What follows belongs to an exercise in optimizing a design on an open flow for small area and few clock cycles; a production flow would make more cautious choices. Only simulation tests tie the RTL to the original design; equivalence was not proved. No activity file was given, so power comes from the tool's default toggle rates.

// lmac_core
module lmac_core (
    input  wire       clk,
    input  wire       rst,
    input  wire       rx_valid,
    input  wire [7:0] rx_data,
    output wire       rx_ready,
    input  wire       cmd_valid,
    input  wire [3:0] cmd_op,
    input  wire [7:0] cmd_data,
    input  wire [1:0] cmd_flags,
    output wire       cmd_ready,
    output wire       rsp_valid,
    output wire [3:0] rsp_status,
    output wire       tx_valid,
    output wire [7:0] tx_data,
    input  wire       tx_ready,
    output wire       pay_valid,
    output wire [7:0] pay_data,
    output wire       err_valid,
    output wire [3:0] err_code
);
Size in the first run: about 1300 flip-flops, roughly 0.034 sq mm of cells after synthesis.
make LEC_CHECK=0 CAP_MARGIN=20 CORE_MARGIN=2 CORE_UTILIZATION=60 CTS_BUF_LIST=sky130_fd_sc_hd__clkbuf_16 CTS_CLUSTER_DIAMETER=90 CTS_CLUSTER_SIZE=25 PLACE_DENSITY=0.75 SLEW_MARGIN=20 finish   # period 8.0 ns
run.sh (not shown) runs the stock make flow with config.mk's settings and CLKGATE_MAP_FILE= SYNTH_SCRIPT=/design/flow/synth_recipe.tcl, a recipe that flattens the netlist after the stock synthesis.
Testbench counts at the start, summed over its fixed seeds: cycles 27,617.
Edit:
Settings changed: CORE_UTILIZATION 60 to 70, PLACE_DENSITY 0.75 to 0.85.
Effect:
- register-to-register slack degrades by 0.05 ns
- count of clock-buffer cells in the layout stays the same
- cell count came out lower by 4.5%
- sequential share of layout area rises by 0.36 points
- routed wire length rose by 22%
- utilization increases by 11 points
- worst hold slack improves by 0.022 ns
- global-route usage increases by 8.5 points
- design area falls by 0.50%

========
lmac_core, a different RTL version from the one above (not shown whole).
For scale: ~57 I/O pins.
export LEC_CHECK = 0
export CAP_MARGIN = 20
export CORE_MARGIN = 2
export CORE_UTILIZATION = 40
export CTS_BUF_LIST = sky130_fd_sc_hd__clkbuf_16
export CTS_CLUSTER_DIAMETER = 100
export CTS_CLUSTER_SIZE = 30
export SLEW_MARGIN = 20
create_clock -name core_clock -period 8.0 [get_ports {clk}]
Testbench counts at the start, summed over its fixed seeds: cycles 27,527.
Next try:
--- a/flow/config.mk
+++ b/flow/config.mk
@@ -9,6 +9,7 @@
 export CORE_MARGIN = 2
-export CORE_UTILIZATION = 40
+export CORE_UTILIZATION = 60
 export CTS_BUF_LIST = sky130_fd_sc_hd__clkbuf_16
-export CTS_CLUSTER_DIAMETER = 100
-export CTS_CLUSTER_SIZE = 30
+export CTS_CLUSTER_DIAMETER = 120
+export CTS_CLUSTER_SIZE = 25
+export PLACE_DENSITY = 0.75
 export SLEW_MARGIN = 20
Outcome: The new run finished clean. Worst setup slack is better by 0.10 ns. Combinational power fell by a few percent. Sequential share of layout area rose by 0.83 points. Clock-buffer cell count rose by 5. Via count stays flat.

========
job 6298:
Another version of the RTL of lmac_core (not shown whole).
Size: ~2,300 cells after synthesis, roughly 57 I/O pins, roughly 0.035 mm^2 of cells after synthesis.
export LEC_CHECK = 0
export CAP_MARGIN = 20
export CORE_MARGIN = 2
export CORE_UTILIZATION = 60
export CTS_BUF_LIST = sky130_fd_sc_hd__clkbuf_16
export CTS_CLUSTER_DIAMETER = 90
export CTS_CLUSTER_SIZE = 25
export PLACE_DENSITY = 0.75
export SLEW_MARGIN = 20
create_clock -name core_clock -period 8.0 [get_ports {clk}]
Job 6298 reached the end of the flow, and the finished layout is clean on the timing, design-rule and antenna checks.
Testbench counts of job 6298, summed over its fixed seeds: cycles 27,563.
## Diff of input files: job 2559 against job 6298
- swapping 90 for 60 in CTS_CLUSTER_DIAMETER
==> comparison <==
Job 2559 closes out successfully: all stages finished, all timing, DRC and antenna checks passed. Job 2559 ended up with more standard cells than job 6298. Job 2559 ended up with a higher wire length of the first global-routing pass than job 6298 did. Higher wire length goes to job 2559 over job 6298.
> inputs changed (job 2559 -> job 9205)
- swapping 25 for 20 in CTS_CLUSTER_SIZE
- swapping 60 for 80 in CTS_CLUSTER_DIAMETER
[summary]
- On cell count, job 9205 and job 2559 are neck and neck.
- Of job 9205 and job 2559, the higher number of buffers created by CTS belongs to job 9205.
- Delta (job 9205 minus job 2559): routed wire length went up about 0.5%; multi-input logic portion of the cell area barely changed.
- Maximum ir drop on the vdd rail on job 9205 is ahead of job 2559.
- On job 9205: worst-margin pin slew is 0.013 ns higher than what job 2559 gave.
- Between job 9205 and job 2559, the leakage power total figures differ only marginally.
- Job 9205 against job 2559: sequential share of layout area did not really move, worst-case hold slack went down, via count did not really move, overall global routing resource usage did not really move.

========
lmac_core, a different RTL version from the one above (not shown whole).
Size: about 1,300 flip-flops, ~57 I/O pins, ~35,000 um2 of cells after synthesis.
==> flow/design.v (excerpt) <==
module lmac_core (
    input  wire       clk,
    input  wire       rst,
    input  wire       rx_valid,
    input  wire [7:0] rx_data,
    output wire       rx_ready,
    input  wire       cmd_valid,
    input  wire [3:0] cmd_op,
    input  wire [7:0] cmd_data,
    input  wire [1:0] cmd_flags,
    output wire       cmd_ready,
    output wire       rsp_valid,
    output wire [3:0] rsp_status,
    output wire       tx_valid,
    output wire [7:0] tx_data,
    input  wire       tx_ready,
    output wire       pay_valid,
    output wire [7:0] pay_data,
    output wire       err_valid,
    output wire [3:0] err_code
);
==> flow/config.mk <==
export PLATFORM = sky130hd
export DESIGN_NAME = lmac_core
export DESIGN_NICKNAME = lmac_core
export VERILOG_FILES = /design/flow/design.v
export SDC_FILE = /design/flow/constraint.sdc
export NUM_CORES = 4
export LEC_CHECK = 0
export ABC_CLOCK_PERIOD_IN_PS = 20000
export CAP_MARGIN = 20
export CORE_MARGIN = 2
export CORE_UTILIZATION = 60
export CTS_BUF_LIST = sky130_fd_sc_hd__clkbuf_16
export CTS_CLUSTER_DIAMETER = 90
export CTS_CLUSTER_SIZE = 25
export PLACE_DENSITY = 0.75
export SLEW_MARGIN = 20
==> flow/constraint.sdc <==
create_clock -name core_clock -period 8.0 [get_ports {clk}]
set_input_delay 1.6000 -clock core_clock [delete_from_list [all_inputs] [get_ports {clk}]]
set_output_delay 1.6000 -clock core_clock [all_outputs]
set_load 0.01 [all_outputs]
The starting point ran to the end with no violations.
Testbench counts at the start, summed over its fixed seeds: cycles 27,617.
Next try:
ABC_CLOCK_PERIOD_IN_PS = not set   (was 20000)
Outcome:
- The changed run completed with no timing, DRC or antenna violations
- sequential share of layout area does not change
- worst setup slack does not change
- register-to-register slack stays flat

==> afterwards: timing with drivers on the ports <==
How much do the figures lean on ideal ports? The routed layouts below were timed once more, with nothing changed but the port constraints. Step 1 assumes that a clkbuf_16 drives the clock port and a buf_2 every other input. Step 2 also shifts input and output timing later by t, the mid clock arrival at the registers, as if the neighbouring blocks saw the same clock. a / b / c = no drivers / after step 1 / after step 2; a / b = the first two.
run	t (ns)	setup WS [ns]	hold WS [ns]	worst setup path at the end	pins driven straight from the clock port
the first run of note 1	0.694	0.533 / 0.475 / 1.169	0.285 / 0.285 / 0.285	register to output	1
the second run of note 1	0.704	0.499 / 0.438 / 1.142	0.307 / 0.307 / 0.307	register to output	1
the first run of note 2	0.714	0.357 / 0.293 / 1.006	0.325 / 0.325 / 0.325	register to output	1
the second run of note 2	0.706	0.458 / 0.396 / 1.102	0.301 / 0.301 / 0.301	register to output	1
job 6298	0.707	0.480 / 0.421 / 1.128	0.310 / 0.310 / 0.310	register to output	1
job 2559	0.685	0.473 / 0.412 / 1.098	0.320 / 0.320 / 0.320	register to output	1
job 9205	0.705	0.560 / 0.499 / 1.204	0.291 / 0.291 / 0.291	register to output	1
the first run of note 4	0.690	0.426 / 0.369 / 1.058	0.319 / 0.319 / 0.319	register to output	1
the second run of note 4	0.690	0.426 / 0.369 / 1.058	0.319 / 0.319 / 0.319	register to output	1
After both steps setup and hold are still met in every run listed.
